From an optimization exercise on the open Yosys and OpenROAD flow, aimed at small area and a short achievable clock period; shortcuts taken in it are not production practice. The RTL was checked by simulation tests, not by an equivalence proof against the original design. Power figures rest on the tool's default switching activity, not on a simulated workload.

$ cat run.sh
#!/bin/bash
# synth_recipe.tcl (not shown) runs the flow's synth.tcl, then flattens the netlist and writes it again
# the make line also repeats each setting of config.mk as NAME=value (left out here)
make -C /OpenROAD-flow-scripts/flow DESIGN_CONFIG=/design/flow/config.mk WORK_HOME=/design/flow/orfs CLKGATE_MAP_FILE= SYNTH_SCRIPT=/design/flow/synth_recipe.tcl finish
$ cat config.mk
export PLATFORM = sky130hd
export DESIGN_NAME = tiny_irpwm
export DESIGN_NICKNAME = tiny_irpwm
export VERILOG_FILES = /design/flow/design.v
export SDC_FILE = /design/flow/constraint.sdc
export NUM_CORES = 4
export LEC_CHECK = 0
export CAP_MARGIN = 20
export CORE_MARGIN = 2
export CORE_UTILIZATION = 40
export SLEW_MARGIN = 20
$ cat constraint.sdc
create_clock -name core_clock -period 8.5 [get_ports {clk}]
set_input_delay 1.7000 -clock core_clock [delete_from_list [all_inputs] [get_ports {clk}]]
set_output_delay 1.7000 -clock core_clock [all_outputs]
set_load 0.01 [all_outputs]
$ cat design.v
module tiny_irpwm (
    input  wire        clk,
    input  wire        rst,
    input  wire        pwm_tick,
    input  wire        ir_tick,
    input  wire        ir_in,
    input  wire        h_sel,
    input  wire        h_we,
    input  wire [7:0]  h_addr,
    input  wire [31:0] h_wdata,
    output reg  [31:0] h_rdata,
    output wire [3:0]  ch_pin,
    output reg         tick_evt
);
    localparam integer CAP       = 100;
    localparam integer GAP_TICKS = 100;
    localparam [15:0]  TMAX      = 16'hFFFF;
    localparam [1:0] S_IDLE  = 2'd0;
    localparam [1:0] S_MARK  = 2'd1;
    localparam [1:0] S_SPACE = 2'd2;
    localparam [1:0] S_STOP  = 2'd3;
    localparam [7:0] A_PWM_CTRL  = 8'h00;
    localparam [7:0] A_PWM_PHASE = 8'h01;
    localparam [7:0] A_PWM_CNT   = 8'h02;
    localparam [7:0] A_PWM_TICKS = 8'h03;
    localparam [7:0] A_PWM_PINS  = 8'h04;
    localparam [7:0] A_IR_STATE  = 8'h10;
    localparam [7:0] A_IR_CTRL   = 8'h11;
    localparam [7:0] A_IR_TIMER  = 8'h12;
    localparam [7:0] A_IR_RAWLEN = 8'h13;
    reg        pwm_phase;         
    reg [6:0]  pwm_cnt;
    reg [31:0] pwm_ticks;
    reg        pwm_halt;
    reg [7:0]  pwm_level [0:3];
    reg [3:0]  pwm_pin;
    reg [1:0]  ir_state;
    reg [15:0] ir_timer;
    reg [7:0]  ir_rawlen;
    reg [15:0] ir_rawbuf [0:CAP-1];
    wire host_rd = h_sel & ~h_we;
    wire host_wr = h_sel &  h_we;
    reg        phase_t;
    reg [6:0]  cnt_t;
    reg [31:0] ticks_t;
    reg [3:0]  pin_t;
    integer    j;
    always @* begin
        phase_t = pwm_phase;
        cnt_t   = pwm_cnt;
        ticks_t = pwm_ticks;
        pin_t   = pwm_pin;
        if (pwm_tick) begin
            ticks_t = pwm_ticks + 32'd1;
            if (pwm_cnt == 7'd127) begin
                phase_t = ~pwm_phase;
                cnt_t   = 7'd0;
                for (j = 0; j < 4; j = j + 1)
                    pin_t[j] = (j[0] == phase_t) && !pwm_halt;
            end else begin
                cnt_t = pwm_cnt + 7'd1;
            end
            for (j = 0; j < 4; j = j + 1)
                if ((j[0] == phase_t) && ({1'b0, cnt_t} >= pwm_level[j]))
                    pin_t[j] = 1'b0;
            if (pwm_halt)
                pin_t = 4'b0000;
        end
    end
    wire        mark = ~ir_in;
    wire [15:0] t1   = (ir_timer == TMAX) ? TMAX : ir_timer + 16'd1;
    reg  [1:0]  state_t;
    reg  [15:0] timer_t;
    reg  [7:0]  rawlen_t;
    reg         rec;           
    reg  [7:0]  rec_idx;
    reg  [1:0]  rec_next;
    always @* begin
        state_t  = ir_state;
        timer_t  = ir_timer;
        rawlen_t = ir_rawlen;
        rec      = 1'b0;
        rec_idx  = ir_rawlen;
        rec_next = ir_state;
        if (ir_tick) begin
            case (ir_state)
                S_IDLE: begin
                    if (mark) begin
                        if (t1 < GAP_TICKS) begin
                            timer_t = 16'd0;
                        end else begin
                            rec      = 1'b1;
                            rec_idx  = 8'd0;
                            rec_next = S_MARK;
                        end
                    end else begin
                        timer_t = t1;
                    end
                end
                S_MARK: begin
                    if (!mark) begin
                        rec      = 1'b1;
                        rec_next = S_SPACE;
                    end else begin
                        timer_t = t1;
                    end
                end
                S_SPACE: begin
                    if (mark) begin
                        rec      = 1'b1;
                        rec_next = S_MARK;
                    end else begin
                        timer_t = t1;
                        if (t1 > GAP_TICKS)
                            state_t = S_STOP;
                    end
                end
                default: begin  
                    if (mark) timer_t = 16'd0;
                    else      timer_t = t1;
                end
            endcase
            if (rec) begin
                rawlen_t = rec_idx + 8'd1;
                timer_t  = 16'd0;
                state_t  = (rec_idx + 8'd1 == CAP) ? S_STOP : rec_next;
            end
        end
    end
    wire wr_ctrl   = host_wr && (h_addr == A_PWM_CTRL);
    wire wr_level  = host_wr && (h_addr[7:2] == 6'b000010);
    wire resume    = host_wr && (h_addr == A_IR_CTRL) && h_wdata[0]
                     && (state_t == S_STOP);
    always @(posedge clk) begin
        if (rst) begin
            pwm_phase    <= 1'b0;
            pwm_cnt      <= 7'd0;
            pwm_ticks    <= 32'd0;
            pwm_halt     <= 1'b0;
            pwm_pin      <= 4'b0000;
            pwm_level[0] <= 8'd0;
            pwm_level[1] <= 8'd0;
            pwm_level[2] <= 8'd0;
            pwm_level[3] <= 8'd0;
            ir_state     <= S_IDLE;
            ir_timer     <= 16'd0;
            ir_rawlen    <= 8'd0;
            tick_evt     <= 1'b0;
        end else begin
            pwm_phase <= phase_t;
            pwm_cnt   <= cnt_t;
            pwm_ticks <= ticks_t;
            tick_evt  <= pwm_tick;
            if (wr_ctrl) begin
                pwm_halt <= h_wdata[0];
                pwm_pin  <= h_wdata[0] ? 4'b0000 : pin_t;
            end else begin
                pwm_pin  <= pin_t;
            end
            if (wr_level)
                pwm_level[h_addr[1:0]] <= h_wdata[7:0];
            ir_timer <= timer_t;
            if (resume) begin
                ir_state  <= S_IDLE;
                ir_rawlen <= 8'd0;
            end else begin
                ir_state  <= state_t;
                ir_rawlen <= rawlen_t;
            end
        end
    end
    always @(posedge clk) begin
        if (!rst && rec)
            ir_rawbuf[rec_idx[6:0]] <= t1;
    end
    wire [6:0]  rd_k = h_addr[6:0];
    reg  [15:0] rd_buf;
    always @* begin
        if (rd_k >= CAP)
            rd_buf = 16'd0;
        else if (rec && (rec_idx[6:0] == rd_k))
            rd_buf = t1;
        else
            rd_buf = ir_rawbuf[rd_k];
    end
    always @* begin
        h_rdata = 32'd0;
        if (host_rd) begin
            if (h_addr[7]) begin
                h_rdata = {16'd0, rd_buf};
            end else begin
                case (h_addr)
                    A_PWM_CTRL:  h_rdata = {31'd0, pwm_halt};
                    A_PWM_PHASE: h_rdata = {31'd0, phase_t};
                    A_PWM_CNT:   h_rdata = {25'd0, cnt_t};
                    A_PWM_TICKS: h_rdata = ticks_t;
                    A_PWM_PINS:  h_rdata = {28'd0, pin_t};
                    8'h08, 8'h09, 8'h0A, 8'h0B:
                                 h_rdata = {24'd0, pwm_level[h_addr[1:0]]};
                    A_IR_STATE:  h_rdata = {30'd0, state_t};
                    A_IR_CTRL:   h_rdata = 32'd0;
                    A_IR_TIMER:  h_rdata = {16'd0, timer_t};
                    A_IR_RAWLEN: h_rdata = {24'd0, rawlen_t};
                    default:     h_rdata = 32'd0;
                endcase
            end
        end
    end
    assign ch_pin = pwm_pin;
endmodule
==> out/results.ini <==
[run_status]
status=complete, no violations

[floorplan]
coreArea_sq_mm=0.169
rows=151
die_w_um=417
die_area_sq_mm=0.174
initial_core_util=0.403
num_io_pins=84
die_h_um=417

[yosys]
synth-edff-count=1632
synth_top_area_share=0.718
synth_area_per_cell_sq_um=20.2
synthArstFlopShare=0
synth-main-ff-cell=edfxtp_1
synth_area_leaders=edfxtp_1 72%, mux4_2 17%, dfxtp_1 2.1%
synth_seq_area_share=0.740
ys_warn_count=1
synth_area_leader_cell=edfxtp_1
synth_cells=3370
yosys_register_bits=1704
syn_area_sq_mm=0.0682
syn_nets=3449
ys_types=77

[global_routing]
antenna_found_initial=6
grt_overflow=0
grt_pass1_vias=34100
grt_start_max_net_pins=104
grt_use_total=0.189
grt_pass1_wl_um=239000

[sta]
setup_violations=0
drv_slew=0
fin_setup_tns_ns=0
fin_crit_sh=0.943
worstMarginPinSlew_ns=1.11
rsz0062_at_grt=false
hold_viol_final=0
fin_crit_ns=8.02
skew_ns=0.0294
fmax_mhz=125
slew-limit-headroom=0.239
layout_setup_ws_ns=0.484

[power_and_ir_drop]
p_seq_frac=0.534
clkPwrFrac=0.432
swShare=0.209
power.density_mw_per_mm2=218
finalPower_w=0.0170
p_leak_nw=26.7
pwr-share-comb=0.034
vdd_drop_max_v=0.000204
p_sw_w=0.00356
internal-power_w=0.0135

[final_layout]
mostFrequentLayoutCell=edfxtp_1
synthToLayoutAreaGrowth_pct=14.6
finalNonFillerCells=5950
final_nets=3674
stdcell_area_sq_mm=0.0782
final_cell_mix=1632 x edfxtp_1, 510 x mux4_2, 227 x nor2_1
fillers=14000
drive_gt1_frac=0.271

[critical_path]
end_kind=output port
crit_chain=nand4_2 -> nor4_1 -> mux2_4 -> a2111oi_2 -> nor4b_4 -> nor4_4 -> nor2b_1 -> ha_1 -> nor3b_1 -> nand4_1 -> nand2b_1 -> a21oi_1 -> nor2_1 -> nand3_1 -> o211ai_1 -> o2bb2ai_1 -> nor3_1 -> clkdlybuf4s50_1
path_delay_family=simple AND/OR/NAND/NOR gates
cp-start-kind=register
r2r_setup_slack_ns=3.19
slowest_delay_ns=0.62
path_class=register to output port
crit_fanout=40
cp.arrival_ns=6.32
crit_slowest_cell=clkdlybuf4s50_1
critical_path_buf_inv_count=1
cp_data_required_time_ns=6.80

[detailed_routing]
drt_pass1_iterations=5
post_drt_wl_per_cell_um=27.5
routed_wl_um=164000
ant_nets=0
drtIter0Drc=3846
drc_errors=0
via_count=33800
viasPerCell=5.68

[place]
dp.final_hpwl_um=98000
postPlaceCellArea_sq_mm=0.0725
place_congestion=0.935
dp_slack_ns=0.861
place_inst=5632
portBuffers=59

[clock_network]
htree_levels=4
cts_buffers=172
clockBufferDepth=3
root_buffer=clkbuf_16
cts_sinks=1704
clk_latency_ns=0.81
ctsHoldBuffers=0
cts.clk_slew.worst_paths_ns=0.06
cts_tree=built

[run]
drv_cap=0

[hold_path]
hold_class=register to register

## state kept, by name (all words and copies together), names as in the netlist, 2 cells and up
name	count
ir_timer	16
pwm_pin	4
pwm_cnt	7
ir_rawlen	8
pwm_ticks	32
ir_rawbuf	1600
pwm_level	32
ir_state	2
## area by class of cell
| type | count | area, sq um | share of cell area |
|---|---|---|---|
| flip-flops and latches | 1704 | 50400 | 0.645 |
| multi-input cells | 1428 | 17100 | 0.218 |
| clock buffers | 206 | 4450 | 0.0570 |
| well taps | 2218 | 2780 | 0.0355 |
| repair buffers | 238 | 2220 | 0.0284 |
| clock inverters | 102 | 1010 | 0.0129 |
| inverters | 51 | 193 | 0.00246 |
| diodes | 3 | 7.51 | 0.0000960 |
## worst register-to-register path, cell delays in order, from the launching register on
cell       delay [ns]
dfxtp_1          0.57
nand4_2          0.30
nor4_1           0.49
mux2_4           0.54
a2111oi_2        0.38
nor4b_4          0.40
buf_4            0.23
or2_2            0.18
nand3_1          0.48
nor2_1           1.06
buf_4            0.38
## cell families (layout without fill, tap and decap cells)
logic type | after synthesis | in the layout | share of synthesized area
and+or+nand+nor | 576 | 576 | 0.0387
other | 0 | 3 | 0
xor gates and xnor gates | 44 | 44 | 0.00565
muxes | 537 | 537 | 0.173
adders and majority gates | 32 | 32 | 0.00587
buffers and inverters | 238 | 597 | 0.0141
DFF | 1704 | 1704 | 0.740
AOI/OAI and AO/OA | 239 | 239 | 0.0236
## per-layer routing
| metal | vias up | track usage | share of wire |
|---|---|---|---|
| met1 | 18000 | 0.271 | 0.43 |
| li1 | 14400 | - | - |
| met2 | 1148 | 0.296 | 0.47 |
| met5 | - | 0 | 0 |
| met3 | 237 | 0.0338 | 0.064 |
| met4 | 0 | 0.0572 | 0.028 |
## synth_stat cells (4+ instances only)
cell type / count
nor3b_1: 5
edfxtp_1: 1632
a2111oi_0: 8
ha_1: 32
dfxtp_1: 72
xor2_1: 32
mux2i_1: 21
a2bb2oi_1: 4
o22ai_1: 13
nor4_1: 6
o221ai_1: 6
a211oi_1: 13
and3_1: 22
clkbuf_1: 112
a31oi_1: 10
mux4_2: 510
nand4_1: 21
nor2_1: 276
buf_2: 30
nand2b_1: 13
nand3_1: 43
a22oi_1: 5
a311oi_1: 11
nor3_1: 18
and4_1: 5
o211ai_1: 7
and2_1: 9
mux2_2: 5
or3_1: 7
o21a_1: 5
buf_1: 40
nor2b_1: 28
a21o_1: 12
xnor2_1: 12
a22o_1: 4
nand2_1: 106
inv_1: 49
a21oi_1: 66
o21ai_0: 39
## power groups by stage
stage	combinational (W)	sequential, W	clock (W)
final	0.000584	0.00910	0.00736
after detailed placement	0.000585	0.00928	0
after floorplan	0.000371	0.00928	0
after global placement	0.000585	0.00928	0
after CTS	0.000587	0.00910	0.00751
after global routing	0.000616	0.00910	0.00783
## per-stage QoR
step / util / hold slack [ns]
2_1_floorplan: - / 0.472
3_3_place_gp: 0.428 / 0.491
3_5_place_dp: 0.428 / 0.505
4_1_cts: 0.460 / 0.525
5_1_grt: 0.461 / 0.561
6_report: 0.461 / 0.525
## final timing paths
check | startpoint | endpoint | cells past startpoint
setup / recovery | ir_timer[4] | h_rdata[1] | 18
hold / removal | pwm_ticks[31] | pwm_ticks[31] | 2
setup reg to reg | ir_timer[4] | ir_rawbuf[30][14] | 10
hold reg to reg | pwm_ticks[31] | pwm_ticks[31] | 2
## timing repair
item | CTS | global route
endpoints found under the setup margin | 0 | 2
endpoints found under the hold margin | 0 | 0
buffers inserted | 0 | 1
resized for setup | 0 | 2

==> port drivers added, routing unchanged <==
In the flow no input, the clock included, has a driving cell. The finished layout below was timed again as built, in two steps.
Step 1 assumes that a clkbuf_16 drives the clock port and a buf_2 every other input.
Step 2 also shifts input and output timing later by t, the mid clock arrival at the registers, as if the neighbouring blocks saw the same clock.
Three values: no drivers, after step 1, after step 2; two values: the first two.
shift t [ns]: 0.883
setup WS [ns]: 0.484 / 0.399 / 0.573
hold WS [ns]: 0.525 / 0.525 / 0.525
worst register clock-pin slew, ns: 0.06 / 0.06
After both steps this run still meets setup and hold. For this run, drivers alone change the setup slack by -0.085 ns; drivers and shift together by +0.089 ns.
